Context: an optimization exercise on an open-source flow, tuned for small area, a short achievable clock period and few clock cycles per item. The choices shown serve that exercise and are no tape-out recipe. At most, simulation tests tie the RTL to the original design; equivalence was not proved. Power figures rest on the tool's default switching activity, not on a simulated workload.

==> inputs of job 6866 <==
// p286_line_dec
module p286_line_dec (
    input  wire        clk,
    input  wire        rst,           
    input  wire        start,
    output wire        idle,
    output wire        done,
    input  wire [9:0]  line,          
    input  wire [2:0]  mode,
    input  wire [31:0] fb_ptr,
    input  wire [11:0] fb_w,
    input  wire [11:0] fb_h,
    input  wire [11:0] off_x,
    input  wire [11:0] off_y,
    input  wire [31:0] text_ptr,
    input  wire [31:0] font_ptr,
    input  wire        blink_en,
    input  wire        blink_phase,
    input  wire [4:0]  cur_row,
    input  wire [6:0]  cur_col,
    output wire        mem_req,
    output wire [31:0] mem_addr,
    input  wire        mem_gnt,
    input  wire        mem_rvalid,
    input  wire [7:0]  mem_rdata,
    output wire        lb_we,
    output wire [9:0]  lb_addr,
    output wire [7:0]  lb_data
);
    localparam [7:0] BG_INDEX = 8'd250;
    localparam [1:0] ST_IDLE = 2'd0, ST_G1 = 2'd1, ST_MUL = 2'd2, ST_RUN = 2'd3;
    reg  [1:0]  st;
    reg         idle_r, done_r;
    reg  [2:0]  md;
    wire        ftxt = (md[2:1] == 2'b00);
    wire        fpl  = (md == 3'd6);
    wire        fm7  = (md == 3'd7);
    wire        fb1  = (md == 3'd2);
    wire        fb2  = (md == 3'd3);
    wire        fb4  = (md == 3'd4) || (md == 3'd5);
    wire        fhs4 = (md == 3'd5);
    reg         blank;        
    reg  [31:0] P;            
    reg  [31:0] F;            
    reg         c0;           
    reg         C;            
    reg         A;            
    reg  [8:0]  R;            
    reg  [9:0]  xr;           
    reg         we_r;
    reg  [7:0]  q;
    reg         W, E;         
    reg  [15:0] D, S;
    reg         dv;           
    reg  [3:0]  dcnt;         
    reg         sf;           
    reg         ua;           
    reg  [2:0]  rcnt, acnt;   
    reg         pp;           
  ...
export LEC_CHECK = 0
export CAP_MARGIN = 20
export CORE_MARGIN = 2
export CORE_UTILIZATION = 60
export SLEW_MARGIN = 20
create_clock -name core_clock -period 12.0 [get_ports {clk}]
standard.sh (not shown) runs the stock make flow with config.mk's settings and CLKGATE_MAP_FILE= SYNTH_SCRIPT=/design/flow/synth_recipe.tcl, a recipe that flattens the netlist after the stock synthesis.
==> flow/flow/run.sh <==
#!/bin/bash
export BUFFER_PORTS_ARGS="-buffer_cell sky130_fd_sc_hd__buf_1"
export SETUP_SLACK_MARGIN=8.3
bash standard.sh > standard.log 2>&1
==> job 9365: changes against job 6866 <==
--- a/flow/design.v
+++ b/flow/design.v
@@ -58,13 +58,12 @@
     reg         pp;           
     reg         ph;           
     reg         req;
     reg         fin;          
     reg         gs;           
     reg         mulst;        
-    reg         pdec;         
     reg         dl;           
     wire [20:0] M = {S[4:0], D};    
     wire [9:0]  n      = xr + 10'd1;
     wire        eqs    = (n == F[9:0]);         
     wire        eqe    = (n == F[19:10]);       
     wire        inwin  = ftxt || ((W || eqs) && !(E || eqe));
@@ -148,21 +147,19 @@
     wire        xebig  = (|xs[11:9]) || (|w[11:9]) ||
                          (fhs4 ? ((|xe[9:8]) || (xe[7] && (xe[6] || xe[5])))
                                : (xe[9] || (xe[8] && (xe[7] || xe[6]))));
     wire [9:0]  as_e   = xsbig ? 10'h3FF : (fhs4 ? {xs[7:0], 2'b00} : {xs[8:0], 1'b0});
     wire [9:0]  ae_e   = xebig ? 10'h3FF : (fhs4 ? {xe[7:0], 2'b00} : {xe[8:0], 1'b0});
     wire [31:0] addb   = mulst ? (R[0] ? {11'd0, M} : 32'd0) :
-                         (pdec ? 32'hFFFF_FFFD : 32'd1);
+                         ((fpl && rcnt == 3'd3 && !ph) ? 32'hFFFF_FFFD : 32'd1);
     wire [31:0] psum   = P + addb;
     wire [3:0]  nib    = ph ? mem_rdata[3:0] : mem_rdata[7:4];
     always @(posedge clk) begin
         we_r   <= 1'b0;
         done_r <= 1'b0;
         gs     <= 1'b0;
-        q      <= isbg ? BG_INDEX : pix;
-        pdec   <= 1'b0;
         req    <= 1'b0;
         case (st)
             ST_IDLE: begin
                 md    <= mode;
                 P     <= txt_in ? text_ptr : fb_ptr;
                 F     <= txt_in ? {font_ptr[31:4], flo[3:0]} : {8'd0, off_x, fb_w};
@@ -215,13 +212,12 @@
                     E    <= 1'b0;
                 end
             end
             default: begin    
                 req <= req_n;
                 gs  <= ftxt && (rcnt_n == 3'd2);
-                pdec <= fpl && (rcnt_n == 3'd3) && (newu ? ph : !ph);
                 if (taken && !gsel)
                     P <= psum;
                 if (newu) begin
                     ua   <= 1'b1;
                     rcnt <= 3'd0;
                     acnt <= 3'd0;
@@ -265,12 +261,13 @@
                     if (dlast) dv <= 1'b0;
                     if (shift_now) begin
                         D[15:8] <= dsh[15:8];
                         if (!ftxt) D[7:0] <= dsh[7:0];
                     end
                 end
+                q <= isbg ? BG_INDEX : pix;
                 if (produce) begin
                     we_r <= 1'b1;
                     xr   <= n;
                     if (eqs) W <= 1'b1;
                     if (eqe && !ftxt) E <= 1'b1;
                 end
==> flow/flow/run.sh (replaced) <==
#!/bin/bash
export BUFFER_PORTS_ARGS="-buffer_cell sky130_fd_sc_hd__buf_1"
export SETUP_SLACK_MARGIN=8.0
bash standard.sh > standard.log 2>&1
- CORE_UTILIZATION: 60 -> 70
- CTS_BUF_LIST: not set -> sky130_fd_sc_hd__clkbuf_8
==> job 2535: changes against job 6866 <==
==> flow/design.v (replaced) <==
module p286_line_dec (
    input  wire        clk,
    input  wire        rst,           
    input  wire        start,
    output wire        idle,
    output wire        done,
    input  wire [9:0]  line,          
    input  wire [2:0]  mode,
    input  wire [31:0] fb_ptr,
    input  wire [11:0] fb_w,
    input  wire [11:0] fb_h,
    input  wire [11:0] off_x,
    input  wire [11:0] off_y,
    input  wire [31:0] text_ptr,
    input  wire [31:0] font_ptr,
    input  wire        blink_en,
    input  wire        blink_phase,
    input  wire [4:0]  cur_row,
    input  wire [6:0]  cur_col,
    output wire        mem_req,
    output wire [31:0] mem_addr,
    input  wire        mem_gnt,
    input  wire        mem_rvalid,
    input  wire [7:0]  mem_rdata,
    output wire        lb_we,
    output wire [9:0]  lb_addr,
    output wire [7:0]  lb_data
);
    localparam [7:0] BG_INDEX = 8'd250;
    localparam [1:0] ST_IDLE = 2'd0, ST_G1 = 2'd1, ST_MUL = 2'd2, ST_RUN = 2'd3;
    reg  [1:0]  st;
    reg         idle_r, done_r;
    reg         ftxt, fpl, fm7, fb1, fb2, fb4, fhs4;
    reg         blank;        
    reg  [31:0] P;            
    reg  [31:0] F;            
    reg         c0;           
    reg         C;            
    reg         A;            
    reg  [8:0]  R;            
    reg  [9:0]  xr;           
    reg         we_r;
    reg  [7:0]  q;
    reg         W, E;         
    reg  [15:0] D, S;
    reg         dv;           
    reg  [3:0]  dcnt;         
    reg         hf;           
    reg         sf;           
    reg         ua;           
    reg  [2:0]  rcnt, acnt;   
    reg         pp;           
    reg         ph;           
    reg         req;
    reg         fin;          
    wire [20:0] M = {S[4:0], D};    
    wire [9:0]  n      = xr + 10'd1;
    wire        eqs    = (n == F[9:0]);         
    wire        eqe    = (n == F[19:10]);       
    wire        inwin  = ftxt || ((W || eqs) && !(E || eqe));
    wire        run    = (st == ST_RUN);
    wire        pend   = run && !fin;
    wire        isbg   = blank || !inwin;
    wire        produce = pend && (isbg || dv);
    wire        adv    = pend && !isbg && dv;
    wire [3:0]  elast  = fb1 ? 4'd15 : ((fm7 || (fb4 && !fhs4)) ? 4'd3 : 4'd7);
    wire        dlast  = (dcnt == elast);
    wire        xfer   = sf && (!dv || (adv && dlast));
    wire        at639  = (xr == 10'd638);
    wire        curs   = (n[9:3] == R[6:0]);
    wire        tbit   = !hf && (curs || D[15]);
    wire        big    = (D[15:11] == 5'b11111) && (D[10] || (D[9] && D[8]));    
    reg  [7:0]  pix;
    always @(*) begin
        if (ftxt)           pix = tbit ? {4'd0, D[7:4]} : {4'd0, D[3:0]};
        else if (fpl)       pix = {4'd0, D[15], D[11], D[7], D[3]};
        else if (fm7)       pix = big ? 8'd0 : D[15:8];
        else if (fb1)       pix = {7'd0, D[15]};
        else if (fb2)       pix = {6'd0, D[15:14]};
        else                pix = {4'd0, D[15:12]};
    end
    wire shift_now = ftxt || (fhs4 ? (dcnt[1:0] == 2'd3) : dcnt[0]);
    reg [15:0] dsh;
    always @(*) begin
        if (ftxt)           dsh = {D[14:8], 1'b0, D[7:0]};
        else if (fm7)       dsh = {D[7:0], 8'd0};
        else if (fb2)       dsh = {D[13:0], 2'b0};
        else if (fb4)       dsh = {D[11:0], 4'b0};
        else                dsh = {D[14:0], 1'b0};
    end
    wire [2:0]  nbm1   = ftxt ? 3'd2 : (fpl ? 3'd3 : (fm7 ? 3'd1 : 3'd0));   
    wire        taken  = req && mem_gnt;
    wire        alast  = (acnt == nbm1);
    wire        ucomp  = ua && mem_rvalid && alast;
    wire        fetch_en = pend && !blank && !E && !at639;
    wire        prep   = ua && ftxt && !pp && (acnt != 3'd0);
    wire        gready = pp && (!C || A);
    wire        adj    = ftxt && pp && C && !A;
    wire        newu   = fetch_en && !ua && (!sf || xfer);
    wire        more_t = ua && (rcnt != nbm1) && !(ftxt && rcnt == 3'd1 && !gready);
    wire        more_n = ua && (rcnt != nbm1 + 3'd1) && !(ftxt && rcnt == 3'd2 && !gready);
    wire        more   = taken ? more_t : more_n;
    wire        req_n  = fetch_en && (more || newu);
    wire        fin_n  = fin || (produce && at639);
    wire        done_c = run && fin_n && !req && (rcnt == acnt);
    wire        gsel   = ftxt && rcnt[1];
    assign mem_addr = gsel ? {F[31:12], S[15:8], F[3:0]} : P;
    wire [20:0] fc;
    assign fc[0] = 1'b1;
    genvar gi;
    generate
        for (gi = 0; gi < 20; gi = gi + 1) begin : g_fadj
            assign fc[gi+1] = fc[gi] & (F[12+gi] ^ A);
        end
    endgenerate
    wire [19:0] fadj = F[31:12] ^ fc[19:0];
    wire        txt_in = (mode[2:1] == 2'b00);
    wire [4:0]  flo    = {1'b0, font_ptr[3:0]} + {1'b0, line[3:0]};
    wire        cline  = blink_phase && (line[8:4] == cur_row) && (line[3:1] == 3'b111);
    wire [9:0]  dy     = {1'b0, R} - {1'b0, S[8:0]};           
    wire [9:0]  dh     = {1'b0, dy[8:0]} - {1'b0, D[8:0]};     
    wire        yin    = !(|S[11:9]) && !dy[9] && ((|D[11:9]) || dh[9]);
    wire [11:0] w      = F[11:0];
    reg  [11:0] sq;
    reg         sr;
    always @(*) begin
        if (fm7)             begin sq = w;                 sr = 1'b0;         end
        else if (fb1 || fpl) begin sq = {3'd0, w[11:3]};   sr = |w[2:0];      end
        else if (fb2)        begin sq = {2'd0, w[11:2]};   sr = |w[1:0];      end
        else                 begin sq = {1'd0, w[11:1]};   sr = w[0];         end
    end
    wire [12:0] scc;
    assign scc[0] = sr;
    generate
        for (gi = 0; gi < 12; gi = gi + 1) begin : g_sinc
            assign scc[gi+1] = scc[gi] & sq[gi];
        end
    endgenerate
    wire [11:0] sc     = sq ^ scc[11:0];
    wire [15:0] stride = fpl ? {2'd0, sc, 2'b00} : {4'd0, sc};
    wire [11:0] xs     = F[23:12];
    wire [9:0]  xe     = {1'b0, xs[8:0]} + {1'b0, w[8:0]};
    wire        xsbig  = fhs4 ? ((|xs[11:8]) || (xs[7] && (xs[6] || xs[5])))
                              : ((|xs[11:9]) || (xs[8] && (xs[7] || xs[6])));
    wire        xebig  = (|xs[11:9]) || (|w[11:9]) ||
                         (fhs4 ? ((|xe[9:8]) || (xe[7] && (xe[6] || xe[5])))
                               : (xe[9] || (xe[8] && (xe[7] || xe[6]))));
    wire [9:0]  as_e   = xsbig ? 10'h3FF : (fhs4 ? {xs[7:0], 2'b00} : {xs[8:0], 1'b0});
    wire [9:0]  ae_e   = xebig ? 10'h3FF : (fhs4 ? {xe[7:0], 2'b00} : {xe[8:0], 1'b0});
    wire [31:0] addb   = (st == ST_MUL) ? (R[0] ? {11'd0, M} : 32'd0) :
                         ((fpl && rcnt == 3'd3 && !ph) ? 32'hFFFF_FFFD : 32'd1);
    wire [31:0] psum;
    wire [31:0] bg0 = P & addb;
    wire [31:0] bp0 = P ^ addb;
    wire [31:0] BG [0:9];
    wire [31:0] BP [0:9];
    assign BG[0] = bg0;
    assign BP[0] = bp0;
    genvar bl, bi;
    generate
        for (bl = 0; bl < 5; bl = bl + 1) begin : g_up
            for (bi = 0; bi < 32; bi = bi + 1) begin : g_b
                if (((bi + 1) % (1 << (bl + 1))) == 0) begin : g_n
                    assign BG[bl+1][bi] = BG[bl][bi] | (BP[bl][bi] & BG[bl][bi - (1 << bl)]);
                    assign BP[bl+1][bi] = BP[bl][bi] & BP[bl][bi - (1 << bl)];
                end else begin : g_t
                    assign BG[bl+1][bi] = BG[bl][bi];
                    assign BP[bl+1][bi] = BP[bl][bi];
                end
            end
        end
        for (bl = 3; bl >= 0; bl = bl - 1) begin : g_dn
            for (bi = 0; bi < 32; bi = bi + 1) begin : g_b
                if (((bi + 1) % (1 << (bl + 1))) == (1 << bl) && bi >= (1 << (bl + 1))) begin : g_n
                    assign BG[9-bl][bi] = BG[8-bl][bi] | (BP[8-bl][bi] & BG[8-bl][bi - (1 << bl)]);
                    assign BP[9-bl][bi] = BP[8-bl][bi] & BP[8-bl][bi - (1 << bl)];
                end else begin : g_t
                    assign BG[9-bl][bi] = BG[8-bl][bi];
                    assign BP[9-bl][bi] = BP[8-bl][bi];
                end
            end
        end
    endgenerate
    assign psum = bp0 ^ {BG[9][30:0], 1'b0};
    wire [3:0]  nib    = ph ? mem_rdata[3:0] : mem_rdata[7:4];
    always @(posedge clk) begin
        we_r   <= 1'b0;
        done_r <= 1'b0;
        case (st)
            ST_IDLE: begin
                ftxt  <= txt_in;
                fpl   <= (mode == 3'd6);
                fm7   <= (mode == 3'd7);
                fb1   <= (mode == 3'd2);
                fb2   <= (mode == 3'd3);
                fb4   <= (mode == 3'd4) || (mode == 3'd5);
                fhs4  <= (mode == 3'd5);
                P     <= txt_in ? text_ptr : fb_ptr;
                F     <= txt_in ? {font_ptr[31:4], flo[3:0]} : {8'd0, off_x, fb_w};
                c0    <= flo[4];
                R     <= txt_in ? {4'd0, line[8:4]} : line[9:1];
                blank <= txt_in && (line >= 10'd400);
                D     <= txt_in ? 16'd160 : {4'd0, fb_h};
                S     <= txt_in ? 16'd0 : {4'd0, off_y};
                xr    <= {1'b0, blink_en & blink_phase, blink_en, cline ? cur_col : 7'h7F};
                if (start && idle_r) begin
                    st     <= txt_in ? ST_MUL : ST_G1;
                    idle_r <= 1'b0;
                end
            end
            ST_G1: begin
                R       <= dy[8:0];
                D       <= stride;
                S[4:0]  <= 5'd0;
                F[19:0] <= {ae_e, as_e};
                blank   <= !yin;
                st      <= ST_MUL;
            end
            ST_MUL: begin
                P <= psum;
                R <= {1'b0, R[8:1]};
                {S[4:0], D} <= {M[19:0], 1'b0};
                if (R[8:1] == 8'd0 || blank) begin
                    st   <= ST_RUN;
                    R    <= xr[8:0];
                    xr   <= 10'h3FF;
                    req  <= !blank;
                    ua   <= !blank;
                    rcnt <= 3'd0;
                    acnt <= 3'd0;
                    pp   <= 1'b0;
                    C    <= 1'b0;
                    A    <= 1'b0;
                    ph   <= 1'b0;
                    dv   <= 1'b0;
                    sf   <= 1'b0;
                    fin  <= 1'b0;
                    W    <= 1'b0;
                    E    <= 1'b0;
                end
            end
            default: begin    
                req <= req_n;
                if (taken && !gsel)
                    P <= psum;
                if (newu) begin
                    ua   <= 1'b1;
                    rcnt <= 3'd0;
                    acnt <= 3'd0;
                    pp   <= 1'b0;
                    ph   <= ~ph;
                end else begin
                    if (taken)      rcnt <= rcnt + 3'd1;
                    if (mem_rvalid) acnt <= acnt + 3'd1;
                    if (ucomp) ua <= 1'b0;
                    if (prep)  pp <= 1'b1;
                end
                if (prep)
                    {C, S[15:8]} <= {1'b0, S[15:8]} + {1'b0, F[11:4]} + {8'd0, c0};
                if (adj) begin
                    F[31:12] <= fadj;
                    A        <= 1'b1;
                end else if (taken && gsel) begin
                    if (A) F[31:12] <= fadj;
                    A <= 1'b0;
                    C <= 1'b0;
                end
                if (mem_rvalid) begin
                    if (fpl) begin
                        case (acnt[1:0])
                            2'd0:    S[3:0]   <= nib;
                            2'd1:    S[7:4]   <= nib;
                            2'd2:    S[11:8]  <= nib;
                            default: S[15:12] <= nib;
                        endcase
                    end else if (acnt[0]) begin
                        S[7:0]  <= mem_rdata;
                    end else begin
                        S[15:8] <= mem_rdata;
                    end
                end
                if (ucomp)     sf <= 1'b1;
                else if (xfer) sf <= 1'b0;
                if (xfer) begin
                    dv   <= 1'b1;
                    dcnt <= 4'd0;
                    hf   <= R[8] && S[7];
                    if (ftxt) begin
                        D[15:8] <= S[15:8];
                        D[7:4]  <= S[3:0];
                        D[3:0]  <= R[7] ? {1'b0, S[6:4]} : S[7:4];
                    end else begin
                        D <= S;
                    end
                end else if (adv) begin
                    dcnt <= dcnt + 4'd1;
                    if (dlast) dv <= 1'b0;
                    if (shift_now) D <= dsh;
                end
                if (produce) begin
                    we_r <= 1'b1;
                    xr   <= n;
                    q    <= isbg ? BG_INDEX : pix;
                    if (eqs) W <= 1'b1;
                    if (eqe && !ftxt) E <= 1'b1;
                end
                fin <= fin_n;
                if (done_c) begin
                    st     <= ST_IDLE;
                    done_r <= 1'b1;
                    idle_r <= 1'b1;
                end
            end
        endcase
        if (rst) begin
            st     <= ST_IDLE;
            idle_r <= 1'b1;
            done_r <= 1'b0;
            we_r   <= 1'b0;
            req    <= 1'b0;
        end
    end
    assign idle    = idle_r;
    assign done    = done_r;
    assign mem_req = req;
    assign lb_we   = we_r;
    assign lb_addr = xr;
    assign lb_data = q;
endmodule
==> flow/flow/run.sh (replaced) <==
#!/bin/bash
export BUFFER_PORTS_ARGS="-buffer_cell sky130_fd_sc_hd__buf_1"
export SETUP_SLACK_MARGIN=8
bash standard.sh > standard.log 2>&1
==> job 7755: changes against job 6866 <==
--- a/flow/design.v
+++ b/flow/design.v
@@ -41,12 +41,13 @@
     reg         blank;        
     reg  [31:0] P;            
     reg  [31:0] F;            
     reg         c0;           
     reg         C;            
     reg         A;            
+    reg         rp;           
     reg  [8:0]  R;            
     reg  [9:0]  xr;           
     reg         we_r;
     reg  [7:0]  q;
     reg         W, E;         
     reg  [15:0] D, S;
@@ -58,22 +59,25 @@
     reg         pp;           
     reg         ph;           
     reg         req;
     reg         fin;          
     reg         gs;           
     reg         mulst;        
+    reg         nbg;          
     reg         pdec;         
     reg         dl;           
     wire [20:0] M = {S[4:0], D};    
     wire [9:0]  n      = xr + 10'd1;
     wire        eqs    = (n == F[9:0]);         
     wire        eqe    = (n == F[19:10]);       
-    wire        inwin  = ftxt || ((W || eqs) && !(E || eqe));
+    wire [9:0]  n2     = xr + 10'd2;
+    wire        inwin2 = ftxt || ((W || eqs || (n2 == F[9:0])) && !(E || eqe || (n2 == F[19:10])));
+    wire        inwin0 = ftxt || ((F[9:0] == 10'd0) && (F[19:10] != 10'd0));
     wire        run    = (st == ST_RUN);
     wire        pend   = run && !fin;
-    wire        isbg   = blank || !inwin;
+    wire        isbg   = nbg;
     wire        produce = pend && (isbg || dv);
     wire        adv    = pend && !isbg && dv;
     wire [3:0]  elast  = fb1 ? 4'd15 : ((fm7 || (fb4 && !fhs4)) ? 4'd3 : 4'd7);
     wire        dlast  = dl;
     wire        xfer   = sf && (!dv || (adv && dlast));
     wire        at639  = (xr == 10'd638);
@@ -111,13 +115,20 @@
     wire        more   = taken ? more_t : more_n;
     wire        req_n  = fetch_en && (more || newu);
     wire        fin_n  = fin || (produce && at639);
     wire        done_c = run && fin_n && !req && (rcnt == acnt);
     wire        gsel   = gs;
     wire [2:0]  rcnt_n = newu ? 3'd0 : (taken ? rcnt + 3'd1 : rcnt);
-    assign mem_addr = gsel ? {F[31:12], S[15:8], F[3:0]} : P;
+    reg  [31:0] ma;
+    wire        gs_n   = ftxt && (rcnt_n == 3'd2);
+    wire [2:0]  rcnt_t = newu ? 3'd0 : rcnt + 3'd1;     
+    wire [2:0]  rcnt_h = newu ? 3'd0 : rcnt;            
+    wire [31:0] gaddr  = {F[31:12], S[15:8], F[3:0]};
+    wire [31:0] ma_t   = (ftxt && rcnt_t == 3'd2) ? gaddr : (gsel ? P : psum);
+    wire [31:0] ma_h   = (ftxt && rcnt_h == 3'd2) ? gaddr : P;
+    assign mem_addr = ma;
     wire [20:0] fc;
     assign fc[0] = 1'b1;
     genvar gi;
     generate
         for (gi = 0; gi < 20; gi = gi + 1) begin : g_fadj
             assign fc[gi+1] = fc[gi] & (F[12+gi] ^ A);
@@ -155,12 +166,13 @@
     wire [31:0] psum   = P + addb;
     wire [3:0]  nib    = ph ? mem_rdata[3:0] : mem_rdata[7:4];
     always @(posedge clk) begin
         we_r   <= 1'b0;
         done_r <= 1'b0;
         gs     <= 1'b0;
+        ma     <= (run && gs_n) ? gaddr : (((run && taken && !gsel) || mulst) ? psum : P);
         q      <= isbg ? BG_INDEX : pix;
         pdec   <= 1'b0;
         req    <= 1'b0;
         case (st)
             ST_IDLE: begin
                 md    <= mode;
@@ -179,14 +191,14 @@
             end
             ST_G1: begin
                 S[4:0]  <= 5'd0;
                 st      <= ST_MUL;
                 mulst   <= 1'b1;
                 if (ftxt) begin
-                    R       <= {4'd0, R[7:3]};      
-                    D       <= 16'd160;             
+                    R       <= 9'd5;                         
+                    D       <= {6'd0, R[7:3], 5'd0};
                 end else begin
                     R       <= dy[8:0];
                     D       <= stride;
                     F[19:0] <= {ae_e, as_e};
                     blank   <= !yin;
                 end
@@ -204,23 +216,25 @@
                     ua   <= !blank;
                     rcnt <= 3'd0;
                     acnt <= 3'd0;
                     pp   <= 1'b0;
                     C    <= 1'b0;
                     A    <= 1'b0;
+                    rp   <= 1'b0;
                     ph   <= 1'b0;
                     dv   <= 1'b0;
                     sf   <= 1'b0;
                     fin  <= 1'b0;
                     W    <= 1'b0;
                     E    <= 1'b0;
+                    nbg  <= blank || !inwin0;
                 end
             end
             default: begin    
                 req <= req_n;
-                gs  <= ftxt && (rcnt_n == 3'd2);
+                gs  <= gs_n;
                 pdec <= fpl && (rcnt_n == 3'd3) && (newu ? ph : !ph);
                 if (taken && !gsel)
                     P <= psum;
                 if (newu) begin
                     ua   <= 1'b1;
                     rcnt <= 3'd0;
@@ -235,17 +249,18 @@
                 end
                 if (prep)
                     {C, S[15:8]} <= {1'b0, S[15:8]} + {1'b0, F[11:4]} + {8'd0, c0};
                 if (adj) begin
                     F[31:12] <= fadj;
                     A        <= 1'b1;
-                end else if (taken && gsel) begin
-                    if (A) F[31:12] <= fadj;
-                    A <= 1'b0;
-                    C <= 1'b0;
+                end else if (rp) begin
+                    F[31:12] <= fadj;
+                    A        <= 1'b0;
                 end
+                rp <= taken && gsel && A;
+                if (taken && gsel) C <= 1'b0;
                 if (mem_rvalid) begin
                     if (fpl) begin
                         S <= {S[11:0], nib};
                     end else if (acnt[0]) begin
                         S[7:0]  <= mem_rdata;
                     end else begin
@@ -268,12 +283,13 @@
                         if (!ftxt) D[7:0] <= dsh[7:0];
                     end
                 end
                 if (produce) begin
                     we_r <= 1'b1;
                     xr   <= n;
+                    nbg  <= blank || !inwin2;
                     if (eqs) W <= 1'b1;
                     if (eqe && !ftxt) E <= 1'b1;
                 end
                 fin <= fin_n;
                 if (done_c) begin
                     st     <= ST_IDLE;
==> flow/flow/run.sh (replaced) <==
#!/bin/bash
export BUFFER_PORTS_ARGS="-buffer_cell sky130_fd_sc_hd__buf_1"
export SETUP_SLACK_MARGIN=8.45
bash standard.sh > standard.log 2>&1
==> notes <==
Clock power, lowest first: job 9365, job 6866, job 2535, job 7755.
Of job 6866 and job 9365, job 9365 has the higher sequential power (gap about 5%, measured against job 9365).
Job 7755 ran to the end with no violations. Job 6866 finished with timing, DRC and antenna clean. Job 9365 finished clean. Job 2535 ran to the end with no violations.
Global-route usage: job 9365 > job 6866 > job 2535 > job 7755.
First-iteration DRC count, highest first: job 9365, job 6866, job 7755, job 2535.
Flip-flop and latch count, highest first: job 7755, job 2535, job 6866, job 9365.
==> figures <==
Initial Utilization: job 2535 61.50%; job 9365 71.11%; job 6866 61.22%; job 7755 60.96%
GRT Total Usage: job 2535 42.38%; job 9365 49.27%; job 6866 43.13%; job 7755 39.01%
Net count after synthesis: job 2535 2032; job 9365 2078; job 6866 2063; job 7755 2238
Share of the synthesized netlist area taken by xor and xnor gates: job 2535 6.795%; job 9365 8.152%; job 6866 7.404%; job 7755 8.207%
Capture point of the worst path: job 2535 P[31]$_DFFE_PP_; job 9365 P[30]$_DFFE_PP_; job 6866 mem_addr[19]; job 7755 P[31]$_DFFE_PP_
Post-route worst setup slack: job 2535 7.399 ns; job 9365 7.897 ns; job 6866 8.020 ns; job 7755 8.374 ns
Result of the run: job 2535 no timing/DRC/antenna violations; job 9365 no timing/DRC/antenna violations; job 6866 no timing/DRC/antenna violations; job 7755 no timing/DRC/antenna violations
Number of violations reported at the end of detailed-routing iteration 0: job 2535 2168; job 9365 2976; job 6866 2468; job 7755 2447
Unique cell type count in the Yosys netlist: job 2535 99; job 9365 81; job 6866 90; job 7755 99
Footprint of the multi-input gates: job 2535 10300 um2; job 9365 9764 um2; job 6866 10050 um2; job 7755 10350 um2
Pin count of the biggest net entering global routing: job 2535 83; job 9365 65; job 6866 72; job 7755 90
Reg-to-reg slack, setup: job 2535 7.40 ns; job 9365 7.90 ns; job 6866 8.32 ns; job 7755 8.37 ns
Testbench counts of job 6866, summed over its fixed seeds: cycles 125,037, lines 192.
Testbench counts of job 7755, summed over its fixed seeds: cycles 125,011, lines 192.
The RTL of job 9365 and job 2535 was laid out without a check of its function.

[what the ideal ports hide]
No port has a modelled driver above. Below, the same layouts with a new extraction and two added sets of constraints. Step 1: set_driving_cell puts a clkbuf_16 on clk and a buf_2 on each other input, an assumption about the parent block. Step 2 adds t to the input delays and takes it off the output delays; t is the mean of the earliest and latest rising clock arrival at the registers after step 1. Input paths then give back, and output paths get back, about the clock's delay inside the block. Slacks: no drivers / after step 1 / after step 2; pairs: no drivers / after step 1.
run | t, ns | slack for setup (ns) | worst setup path at the end | slew at the worst register clock pin (ns) | pins driven straight from the clock port
job 6866 | 0.496 | 8.020 / 7.968 / 7.954 | input to register | 0.08 / 0.08 | 1
job 9365 | 0.544 | 7.897 / 7.894 / 7.459 | input to register | 0.12 / 0.12 | 1
job 2535 | 0.489 | 7.399 / 7.399 / 7.399 | register to register | 0.08 / 0.08 | 1
job 7755 | 0.504 | 8.374 / 8.374 / 8.047 | input to register | 0.09 / 0.09 | 1
After both steps every run listed still meets setup and hold. For job 9365, which loses most, drivers alone change the setup slack by -0.003 ns; drivers and shift together by -0.438 ns.
